From an optimization exercise on the open Yosys and OpenROAD flow, aimed at small area, a short achievable clock period and few clock cycles per item; shortcuts taken in it are not production practice.
Where RTL was checked, it was by simulation tests only, not by an equivalence proof against the original.
Power and IR drop assume default switching activity.

// harp_clockdec
module harp_clockdec (
    input  wire        clk,
    input  wire        rst,               
    input  wire [23:0] cfg_sample_rate,   
    input  wire [15:0] cfg_baud,          
    input  wire        in_valid,
    output wire        in_ready,
    input  wire [31:0] in_time,           
    input  wire        in_state,          
    output wire        out_valid,
    output wire [31:0] out_local,         
    output wire [31:0] out_value,         
    output wire [1:0]  out_status         
);
clock: 10.0 ns
lec_check: 0
abc_clock_period_in_ps: 4000
cap_margin: 20
core_margin: 2
core_utilization: 40
setup_slack_margin: 5.0
slew_margin: 20
run.sh (not shown) runs the stock make flow with config.mk's settings and CLKGATE_MAP_FILE= SYNTH_SCRIPT=/design/flow/synth_recipe.tcl, a recipe that flattens the netlist after the stock synthesis.
The starting point passed the timing, design-rule and antenna checks.
Edit:
- ABC_CLOCK_PERIOD_IN_PS: 4000 -> 5000
- SETUP_SLACK_MARGIN: 5.0 -> 4.5
Cell area went down by a few percent.
Final cell count decreases by a few percent.
Core utilization came out lower by 3.2 points.
Setup slack loses 23 ps.
Die area does not change.
Sequential cell count is unchanged.
Via count drops by a few percent.
Clock-buffer cell count went down by 3.
Power goes down by a few percent.
Non-clock buffer count shrinks by 109.
Edit:
- ABC_CLOCK_PERIOD_IN_PS: 5000 -> 3000
- SETUP_SLACK_MARGIN: 4.5 -> 5.0
Core utilization goes up by 3.2 points; die area does not change; cell area went up by 6.5%; first-iteration DRC count decreases by 12%; worst setup slack is better by 23 ps; total power came out higher by 6.1%; count of clock-buffer cells in the layout increases by 3.
No run of this note included a check of the RTL's function; only the layout flow was run.

Another version of the RTL of harp_clockdec (not shown whole).
Size: ~330 flip-flops.
clock: 10.0 ns
lec_check: 0
abc_clock_period_in_ps: 5000
cap_margin: 20
core_margin: 2
core_utilization: 40
setup_slack_margin: 4.5
slew_margin: 20
Edit:
Settings changed: ABC_CLOCK_PERIOD_IN_PS 5000 to 3500, SETUP_SLACK_MARGIN 4.5 to 5.0.
The changed run ran to the end with no violations.
Routed wire length rose by a few percent.
Count of clock-buffer cells in the layout rose by 3.
Design area rose by a few percent.
Clock power fell by a few percent.
Function was not checked in any run of this note: the RTL went through the layout flow alone.

v25:
Another version of the RTL of harp_clockdec (not shown whole).
Size in the first run: roughly 2,000 cells after synthesis, about 140 I/O pins.
==> flow/config.mk <==
export PLATFORM = sky130hd
export DESIGN_NAME = harp_clockdec
export DESIGN_NICKNAME = harp_clockdec
export VERILOG_FILES = /design/flow/design.v
export SDC_FILE = /design/flow/constraint.sdc
export NUM_CORES = 4
export LEC_CHECK = 0
export ABC_CLOCK_PERIOD_IN_PS = 4000
export CAP_MARGIN = 20
export CORE_MARGIN = 2
export CORE_UTILIZATION = 55
export CTS_CLUSTER_DIAMETER = 120
export CTS_CLUSTER_SIZE = 24
export PLACE_DENSITY = 0.7
export SETUP_SLACK_MARGIN = 5.0
export SLEW_MARGIN = 20
==> flow/constraint.sdc <==
create_clock -name core_clock -period 10.0 [get_ports {clk}]
set_input_delay 2.0000 -clock core_clock [delete_from_list [all_inputs] [get_ports {clk}]]
set_output_delay 2.0000 -clock core_clock [all_outputs]
set_load 0.01 [all_outputs]
v25: flow completed, timing, DRC and antenna clean
Testbench counts of v25, summed over its fixed seeds: cycles 7,663, transitions 7,479.
diff inputs: v25 => v16
Settings: clearing PLACE_DENSITY, which used to be 0.7; clearing CTS_CLUSTER_SIZE, which used to be 24; swapping 55 for 40 in CORE_UTILIZATION; clearing CTS_CLUSTER_DIAMETER, which used to be 120.
- v16 ended with every stage complete and zero timing, DRC or antenna violations.
- Across both runs, placement-stage worst setup slack was lower for v16 than for v25.
- Of v25 and v16, the run reporting the higher final critical-path required period was v16.
- Summary — aggregate routed wire length, v16 relative to v25: higher, by 0.47%.
- Register-to-register slack of v16 is on par with v25.
- Sort v25 and v16 by number of cells on the worst reg-to-reg path asc -> top: v16
- Going from v25 to v16, number of fill cells increased 1,669; area used by sequential logic in the layout essentially unchanged; total die area increased 37%.
- v16 leaves less setup margin than v25.
- For largest buffer count on any clock path, v25 and v16 come out practically identical.
Edits applied to the flow inputs when going from v16 to v28:
Settings: CORE_UTILIZATION changed from 40 to 55; CTS_CLUSTER_DIAMETER newly set to 120; CTS_CLUSTER_SIZE newly set to 24.
==> comparison <==
v28 has completed all stages; timing, DRC and antenna checks passed. v16 closes out successfully: all stages finished, all timing, DRC and antenna checks passed. Relative to v16, the relative contribution of combinational cells to total power of v28 is higher by 6.2 points. v28 vs. v16: required time reported for the critical path endpoint now smaller; via count held steady. Ratio of final minimum period to clock period, v16 and v28: higher on v16. Measured against each other, v16 and v28 differ in hold slack, the lower figure coming from v16. v28 vs v16 on routed wire length: v28 is the lower one. v28 vs. v16: count of flip-flops with a built-in enable after synthesis has remained practically unchanged; setup slack has increased.

harp_clockdec, a different RTL version from the one above (not shown whole).
For scale: ~2400 cells after synthesis, about 320 flip-flops, about 140 I/O pins, about 23000 um2 of cells after synthesis.
make LEC_CHECK=0 ABC_CLOCK_PERIOD_IN_PS=4000 CAP_MARGIN=20 CORE_MARGIN=2 CORE_UTILIZATION=40 SETUP_SLACK_MARGIN=5.0 SLEW_MARGIN=20 finish   # period 10.0 ns
Next try:
- ABC_CLOCK_PERIOD_IN_PS: 4000 -> 5000
- SETUP_SLACK_MARGIN: 5.0 -> 4.5
Utilization drops by 2.8 points. Wire length drops by 4.3%. Maximum frequency drops by 2.1%. Area after synthesis does not change. Sequential share of layout area climbs by 1.7 points. Sequential power hardly moves. Count of clock-buffer cells in the layout climbs by 1. Non-clock buffer count drops by 51.
Function was not checked in any run of this note: the RTL went through the layout flow alone.

Another version of the RTL of harp_clockdec (not shown whole).
For scale: roughly 320 flip-flops, about 22000 µm² of cells after synthesis.
==> flow/design.v (excerpt) <==
module harp_clockdec (
    input  wire        clk,
    input  wire        rst,               
    input  wire [23:0] cfg_sample_rate,   
    input  wire [15:0] cfg_baud,          
    input  wire        in_valid,
    output wire        in_ready,
    input  wire [31:0] in_time,           
    input  wire        in_state,          
    output wire        out_valid,
    output wire [31:0] out_local,         
    output wire [31:0] out_value,         
    output wire [1:0]  out_status         
);
export LEC_CHECK = 0
export ABC_CLOCK_PERIOD_IN_PS = 4000
export CAP_MARGIN = 20
export CORE_MARGIN = 2
export CORE_UTILIZATION = 40
export CTS_BUF_LIST = sky130_fd_sc_hd__clkbuf_4 sky130_fd_sc_hd__clkbuf_8
export SETUP_SLACK_MARGIN = 5.0
export SLEW_MARGIN = 20
create_clock -name core_clock -period 10.0 [get_ports {clk}]
Then changed:
--- a/flow/config.mk
+++ b/flow/config.mk
@@ -11,3 +11,2 @@
 export CORE_UTILIZATION = 40
-export CTS_BUF_LIST = sky130_fd_sc_hd__clkbuf_4 sky130_fd_sc_hd__clkbuf_8
 export SETUP_SLACK_MARGIN = 5.0
Critical path depth does not change.
Wire length fell slightly.
Sequential power barely changes.
Register-to-register slack barely changes.
Area after synthesis does not change.
Worst hold slack barely changes.
Power fell slightly.
Clock skew is about the same.
Non-clock buffer count rose by 3.
Function was not checked in any run of this note: the RTL went through the layout flow alone.

-- afterwards: timing with drivers on the ports --
The flow's constraints put no driver on any port. The routed layouts listed below were extracted and timed again, unchanged, in two steps.
Step 1 assumes that a clkbuf_16 drives the clock port and a buf_2 every other input.
Step 2 also shifts input and output timing later by t, the mid clock arrival at the registers, as if the neighbouring blocks saw the same clock.
a / b / c = ideal / step 1 / step 2; a / b = the first two.
| run | t, ns | slack for setup (ns) | worst setup path after step 2 | worst register clock-pin slew, ns | cell pins on the clock port's net |
|---|---|---|---|---|---|
| the first run of note 1 | 0.620 | 4.617 / 4.617 / 4.617 | register to register | 0.07 / 0.07 | 1 |
| the second run of note 1 | 0.618 | 4.594 / 4.594 / 4.594 | register to register | 0.07 / 0.07 | 1 |
| the third run of note 1 | 0.620 | 4.617 / 4.617 / 4.617 | register to register | 0.07 / 0.07 | 1 |
| the first run of note 2 | 0.629 | 4.482 / 4.517 / 3.888 | input to register | 0.07 / 0.07 | 1 |
| the second run of note 2 | 0.609 | 4.647 / 4.647 / 4.075 | input to register | 0.06 / 0.06 | 1 |
| v25 | 0.585 | 5.142 / 5.142 / 4.629 | input to register | 0.11 / 0.11 | 1 |
| v16 | 0.631 | 5.137 / 5.137 / 4.676 | input to register | 0.07 / 0.07 | 1 |
| v28 | 0.587 | 5.210 / 5.210 / 4.690 | input to register | 0.11 / 0.11 | 1 |
| the first run of note 4 | 0.634 | 3.746 / 3.746 / 3.746 | register to register | 0.07 / 0.07 | 1 |
| the second run of note 4 | 0.613 | 3.611 / 3.611 / 3.611 | register to register | 0.07 / 0.07 | 1 |
| the first run of note 5 | 0.710 | 4.904 / 4.904 / 4.362 | input to register | 0.07 / 0.07 | 1 |
| the second run of note 5 | 0.611 | 4.894 / 4.894 / 4.456 | input to register | 0.06 / 0.06 | 1 |
After both steps setup and hold are still met in every run listed. For the first run of note 2, which loses most, drivers alone change the setup slack by +0.035 ns; drivers and shift together by -0.594 ns.
